Context: an optimization exercise on an open-source flow, tuned for small area, a short achievable clock period and few clock cycles. The choices shown serve that exercise and are no tape-out recipe.
Where RTL was checked, it was by simulation tests only, not by an equivalence proof against the original.
Power figures rest on the tool's default switching activity, not on a simulated workload.

## dsb1_pid
module dsb1_pid (
    input  wire         clk,
    input  wire         rst,         
    input  wire         ev_valid,
    input  wire [31:0]  ev_word,
    output wire         ev_ready,
    output reg          act_valid,
    output wire [10:0]  act_a,
    output wire [10:0]  act_b,
    output wire [10:0]  act_c,
    output wire [10:0]  act_d,
    output reg          tx_valid,
    output wire [335:0] tx_frame,    
    output reg          pos_valid,
    output reg  [1:0]   pos_axis,
    output reg  [31:0]  pos_value
);
Size in the first run: ~3800 cells after synthesis, ~790 flip-flops, roughly 450 I/O pins, ~0.040 mm2 of cells after synthesis.
clock: 36.0 ns
lec_check: 0
cap_margin: 20
core_margin: 2
core_utilization: 40
slew_margin: 20
run.sh (not shown) runs the stock make flow with config.mk's settings and CLKGATE_MAP_FILE= SYNTH_SCRIPT=/design/flow/synth_recipe.tcl, a recipe that flattens the netlist after the stock synthesis.
Change:
--- a/flow/design.v
+++ b/flow/design.v
@@ -113,43 +113,40 @@
     localparam [4:0] S_C8   = 5'd24;
     localparam [7:0] HEADER = 8'h23;
     localparam [7:0] TAIL   = 8'h21;
     reg       sr_v, sa_v, sb_v, sc_v;
     reg [1:0] sr_k, sc_k;
     reg        rst_q;
     reg        ev_v;
     reg [3:0]  ev_q;
     reg [1:0]  ax_q;
     reg [15:0] data_q;
     reg        hold;      
-    reg        rdy;       
-    assign ev_ready = rdy;
+    assign ev_ready = !hold;
     wire       go      = ev_v && !hold;
     wire       do_tick = go && ev_q == EV_TICK;
     wire       sr_v_n  = do_tick | (sr_v && sr_k != 2'd3);
     wire [1:0] sr_k_n  = do_tick ? 2'd0 : sr_k + 2'd1;
     wire       ev_v_n  = hold ? ev_v : ev_valid;
     wire [3:0] ev_q_n  = hold ? ev_q : ev_word[31:28];
     wire       hold_n  = ev_v_n &&
                          ((ev_q_n == EV_TICK && sr_v_n && sr_k_n != 2'd3) ||
                           (ev_q_n == EV_INIT && (sr_v_n || sr_v)));
     always @(posedge clk) begin
         rst_q <= rst;
         if (rst) begin
             ev_v <= 1'b0;
             hold <= 1'b0;
-            rdy  <= 1'b1;
         end else begin
             ev_v <= ev_v_n;
             hold <= hold_n;
-            rdy  <= !hold_n;
         end
         if (!hold) begin
             ev_q   <= ev_word[31:28];
             ax_q   <= ev_word[27:26];
             data_q <= ev_word[15:0];
         end
     end
     wire [7:0] b = data_q[7:0];
     wire init      = rst_q | (go && ev_q == EV_INIT);
     wire do_tel    = go && ev_q == EV_TEL;
     wire do_rx     = go && ev_q == EV_RX;
@@ -231,34 +228,35 @@
     wire signed [27:0] y    = bq10 + 28'sd205 * i_b + 28'sd100;
     wire        [9:0]  frac = y[9:0];
     reg signed [17:0] fl0_q;      
     reg               dec_q;      
     reg               rem_q;      
     wire signed [17:0] fl    = fl0_q - {17'd0, dec_q};
     wire signed [17:0] t     = fl + {17'd0, fl[17] & rem_q};
     wire signed [10:0] out_n = t > 18'sd1000 ? 11'sd1000 :
                                (t < -18'sd1000 ? -11'sd1000 : t[10:0]);
     integer j;
     always @(posedge clk) begin
-        if (rst_q) begin
-            sr_v <= 1'b0;
-            sa_v <= 1'b0;
-            sb_v <= 1'b0;
-            sc_v <= 1'b0;
+        if (rst) begin
+            sr_v      <= 1'b0;
+            sa_v      <= 1'b0;
+            sb_v      <= 1'b0;
+            sc_v      <= 1'b0;
+            act_valid <= 1'b0;
         end else begin
-            sr_v <= sr_v_n;
-            sa_v <= sr_v;
-            sb_v <= sa_v;
-            sc_v <= sb_v;
+            sr_v      <= sr_v_n;
+            sa_v      <= sr_v;
+            sb_v      <= sa_v;
+            sc_v      <= sb_v;
+            act_valid <= sc_v && sc_k == 2'd3;
         end
-        act_valid <= !rst && !rst_q && sc_v && sc_k == 2'd3;
         sr_k <= sr_k_n;
         if (sc_v)
             sc_k <= sc_k + 2'd1;
         else
             sc_k <= 2'd0;
         if (do_tick)
             en_s <= ramp_en;
         sp_r   <= sp;
         d_r    <= last_delta[sr_k];
         base_q <= base;
         p0_q   <= prev_err[0][0];
Result: Combinational power went down by about 2%. Cell count stays flat. Worst hold slack degrades by 12 ps. Wire length is lower by about 0.8%. Clock power went up by 2.4%. Synthesized cell count is about the same. Flip-flop and latch count decreases by 1. Clock-buffer cell count fell by 9.
Testbench counts after the change, summed over its fixed seeds: cycles 16,065.
The RTL of the first run of this note was laid out without a check of its function.

==> afterwards: timing with drivers on the ports <==
In the flow no input, the clock included, has a driving cell. The finished layouts below were timed again as built, in two steps.
Step 1 sets driving cells, clkbuf_16 on the clock port and buf_2 on the other inputs (assumed; they add their load-dependent delay and slew).
Step 2, shift: input delay + t, output delay - t, t = (earliest + latest rising clock arrival at the registers) / 2. This alone moves slack from input paths to output paths.
Slacks: ideal ports / drivers / drivers and shift; pairs: ideal ports / drivers.
| run | shift t [ns] | setup WS [ns] | worst setup path after step 2 | slew at the worst register clock pin (ns) |
|---|---|---|---|---|
| the first run | 0.730 | 26.546 / 26.475 / 27.205 | register to output | 0.07 / 0.07 |
| the second run | 0.726 | 26.705 / 26.640 / 27.367 | register to output | 0.07 / 0.07 |
After both steps setup and hold are still met in every run listed.
